From an optimization exercise on the open Yosys and OpenROAD flow, aimed at small area; shortcuts taken in it are not production practice.
Function was checked by simulation only, so behaviour that the tests miss may differ from the original.
Power figures rest on the tool's default switching activity, not on a simulated workload.

Setup of wip/pepper:
Design lcdc, start of the top module:
module lcdc (
    input  wire        clk,
    input  wire        rst,
    input  wire        tick,
    input  wire        cmd_valid,
    output wire        cmd_ready,
    input  wire [2:0]  cmd_op,
    input  wire [1:0]  cmd_line,
    input  wire [4:0]  cmd_code,
    input  wire [15:0] cmd_arg,
    output reg         done,
    output reg  [15:0] rdata,
    output wire        rs,
    output wire        rw,
    output wire [3:0]  e,
    output wire [3:0]  d_out,
    output wire        d_oe,
    input  wire [3:0]  d_in
);
    localparam OP_EXEC = 3'd0, OP_STATUS = 3'd1, OP_RAMRD = 3'd2, OP_WAIT = 3'd3, OP_INIT = 3'd4;
    localparam [1:0] M_BASIC = 2'b00, M_EXT = 2'b10, M_GRAPH = 2'b11;
    localparam [2:0] C_BASIC = 3'd0, C_EXT = 3'd1, C_SELB = 3'd2, C_SELE = 3'd3,
                     C_SELG  = 3'd4, C_NOACC = 3'd5, C_READ = 3'd6, C_INIT = 3'd7;
    localparam [2:0] S_IDLE  = 3'b000,
                     S_PLAN  = 3'b001,   
                     S_DWAIT = 3'b010,   
                     S_TWAIT = 3'b011,   
                     S_SETUP = 3'b100,
                     S_EN1   = 3'b101,
                     S_EN2   = 3'b111,
                     S_HOLD  = 3'b110;   
    reg [2:0]  state;
    reg [2:0]  opc;
    reg [1:0]  line_r;
    reg        acc_two;      
    reg        acc_long;     
    reg [2:0]  init_step;    
    reg [1:0]  nib;          
    reg [15:0] sh;           
    reg [10:0] rem [0:3];
    reg [1:0]  mode [0:3];
    wire st_settle = ~init_step[1];                    
    wire st_2      = init_step[1] & ~init_step[2];     
    wire st_3      = init_step[2] & init_step[0];      
    wire st_4      = init_step[2] & ~init_step[0];     
    wire        in_bus  = state[2];
    wire [1:0]  phase   = state[1:0];
    wire [10:0] rem_cur = rem[line_r];
    wire        dl_ok   = (rem_cur == 11'd0);
  ...
Size in the first run: roughly 500 cells after synthesis, about 100 flip-flops, ~63 I/O pins.
export LEC_CHECK = 0
export CAP_MARGIN = 20
export CORE_MARGIN = 2
export CORE_UTILIZATION = 60
export CTS_BUF_LIST = sky130_fd_sc_hd__clkbuf_8
export SLEW_MARGIN = 20
export BUFFER_PORTS_ARGS = -buffer_cell sky130_fd_sc_hd__buf_1
export CTS_ARGS = -sink_clustering_enable -repair_clock_nets -buf_list sky130_fd_sc_hd__clkbuf_16 -dont_use_dummy_load
create_clock -name core_clock -period 10.0 [get_ports {clk}]
standard.sh (not shown) runs the stock make flow with config.mk's settings and CLKGATE_MAP_FILE= SYNTH_SCRIPT=/design/flow/synth_recipe.tcl, a recipe that flattens the netlist after the stock synthesis.
==> flow/flow/run.sh <==
#!/bin/bash
# Layout flow: the standard layout (standard.sh) with three changes.
#  1. Synthesis is the standard flow's synthesis script with one difference: ABC maps the
#     logic with the area-oriented script flow/area.abc instead of ORFS's speed
#     script. ABC runs after the flip-flops are mapped, so the registers, their
#     names and cells are those of the standard synthesis.
#  2. The port buffers use the smallest buffer cell (buf_1).
#  3. The clock tree uses clkbuf_8 and inserts no dummy loads.
# Each step's full output goes to a log file in this folder (synth.log,
# layout.log); ORFS's own per-step logs are under orfs/logs/.
set -euo pipefail
W=$(pwd)
F=$W/flow

# 1. synthesis script
sed "s#^source \$::env(SCRIPTS_DIR)/synth_preamble.tcl\$#&\nlset abc_args 1 $F/area.abc#" \
    "$FLOW_HOME/scripts/synth.tcl" > "$W/synth_area.tcl"
grep -q "^lset abc_args 1 " "$W/synth_area.tcl"
sed "s#^source \$::env(SCRIPTS_DIR)/synth.tcl\$#source $W/synth_area.tcl#" \
    "$W/synth_recipe.tcl" > "$W/area_synth.tcl"
grep -q "synth_area.tcl" "$W/area_synth.tcl"
sed "s#SYNTH_SCRIPT=[^ ]*#SYNTH_SCRIPT=$W/area_synth.tcl#" "$W/standard.sh" > "$W/synth_area.sh"
grep -q "SYNTH_SCRIPT=$W/area_synth.tcl" "$W/synth_area.sh"

# 2. and 3.
cat >> "$W/config.mk" <<'EOC'
export BUFFER_PORTS_ARGS = -buffer_cell sky130_fd_sc_hd__buf_1
export CTS_ARGS = -sink_clustering_enable -repair_clock_nets -buf_list sky130_fd_sc_hd__clkbuf_16 -dont_use_dummy_load
EOC

bash "$W/synth_area.sh" synth > "$W/synth.log" 2>&1
bash "$W/standard.sh" > "$W/layout.log" 2>&1
==> flow/flow/area.abc <==
strash
&get -n
&fraig -x
&put
scorr
dc2
strash
&get -n
&deepsyn -T 10 
&put
strash
&get -n
&dch -f
&nf -R 1000 -p -F 8 -C 32
&put
wip/pepper has completed all stages; timing, DRC and antenna checks passed.
For wip/raven, these inputs were changed with respect to wip/pepper:
- SLEW_MARGIN: 20 -> 0
- CORE_UTILIZATION: 60 -> 80
- CTS_ARGS: -sink_clustering_enable -repair_clock_nets -buf_list sky130_fd_sc_hd__clkbuf_16 -dont_use_dummy_load -> -sink_clustering_enable -repair_clock_nets -buf_list sky130_fd_sc_hd__clkbuf_8 -dont_use_dummy_load
- CAP_MARGIN: 20 -> 0
diff --git a/flow/flow/run.sh b/flow/flow/run.sh
--- a/flow/flow/run.sh
+++ b/flow/flow/run.sh
@@ -27,3 +27,3 @@
 export BUFFER_PORTS_ARGS = -buffer_cell sky130_fd_sc_hd__buf_1
-export CTS_ARGS = -sink_clustering_enable -repair_clock_nets -buf_list sky130_fd_sc_hd__clkbuf_16 -dont_use_dummy_load
+export CTS_ARGS = -sink_clustering_enable -repair_clock_nets -buf_list sky130_fd_sc_hd__clkbuf_8 -dont_use_dummy_load
 EOC
global placement: wip/raven exited with error. Comparing wip/raven with wip/pepper, the mean instance size in the synthesized netlist came out essentially unchanged. Going from wip/pepper to wip/raven, post-synthesis instance area held, count of state elements after synthesis barely changed.
What wip/cedar does differently from wip/raven at the input level:
- CORE_UTILIZATION now 60, was 80
- wip/raven: aborted in global placement (tool error)
- wip/cedar: all stages complete, timing, DRC and antenna checks passed
- Number of cell rows (lower): wip/raven
- Going from wip/raven to wip/cedar, die span in y grows by 12 um.
- Async set or reset register ratio after synthesis: wip/cedar vs wip/raven identical
- Diff wip/cedar..wip/raven | number of nets produced by synthesis | unchanged
- Number of flops mapped to enable cells by yosys: wip/raven vs wip/cedar identical
- On sequential share of the synthesized area, wip/cedar tracks wip/raven almost exactly.
- Between wip/cedar and wip/raven, starting utilization of the core area is higher for wip/raven, wip/cedar comes in under that.
- wip/cedar and wip/raven ended up with nearly the same simple-gate share of the synthesized area.
- Diff wip/cedar and wip/raven: die outline width lower in wip/raven
- Comparing wip/cedar against wip/raven, there is no change at all in number of primary I/O pins.
Modified inputs, wip/willow compared to wip/cedar
- changing CAP_MARGIN from 0 to 20
- changing SLEW_MARGIN from 0 to 20
| share of total power in the clock network | wip/willow vs wip/cedar | ≈ equal |
wip/cedar was smaller in final cell area than wip/willow.
Changes observed in wip/willow relative to wip/cedar: share of total power in combinational logic went up by 0.2 points; critical path depth went down 1.

static timing again, ports no longer ideal:
How much do the figures lean on ideal ports? The routed layouts below were timed once more, with nothing changed but the port constraints. Step 1 assumes that a clkbuf_16 drives the clock port and a buf_2 every other input. Step 2, shift: input delay + t, output delay - t, t = (earliest + latest rising clock arrival at the registers) / 2. This alone moves slack from input paths to output paths. Slacks: ideal ports / drivers / drivers and shift; pairs: ideal ports / drivers.
run | t (ns) | setup slack, ns | latest minus earliest clock arrival (ns) | cell pins on the clock port's net
wip/pepper | 0.368 | 4.395 / 4.404 / 4.036 | 0.021 / 0.022 | 1
wip/cedar | 0.389 | 4.451 / 4.447 / 4.058 | 0.034 / 0.034 | 1
wip/willow | 0.387 | 4.513 / 4.515 / 4.128 | 0.033 / 0.033 | 1
After both steps every run listed still meets setup and hold. For wip/cedar, which loses most, drivers alone change the setup slack by -0.004 ns; drivers and shift together by -0.393 ns.
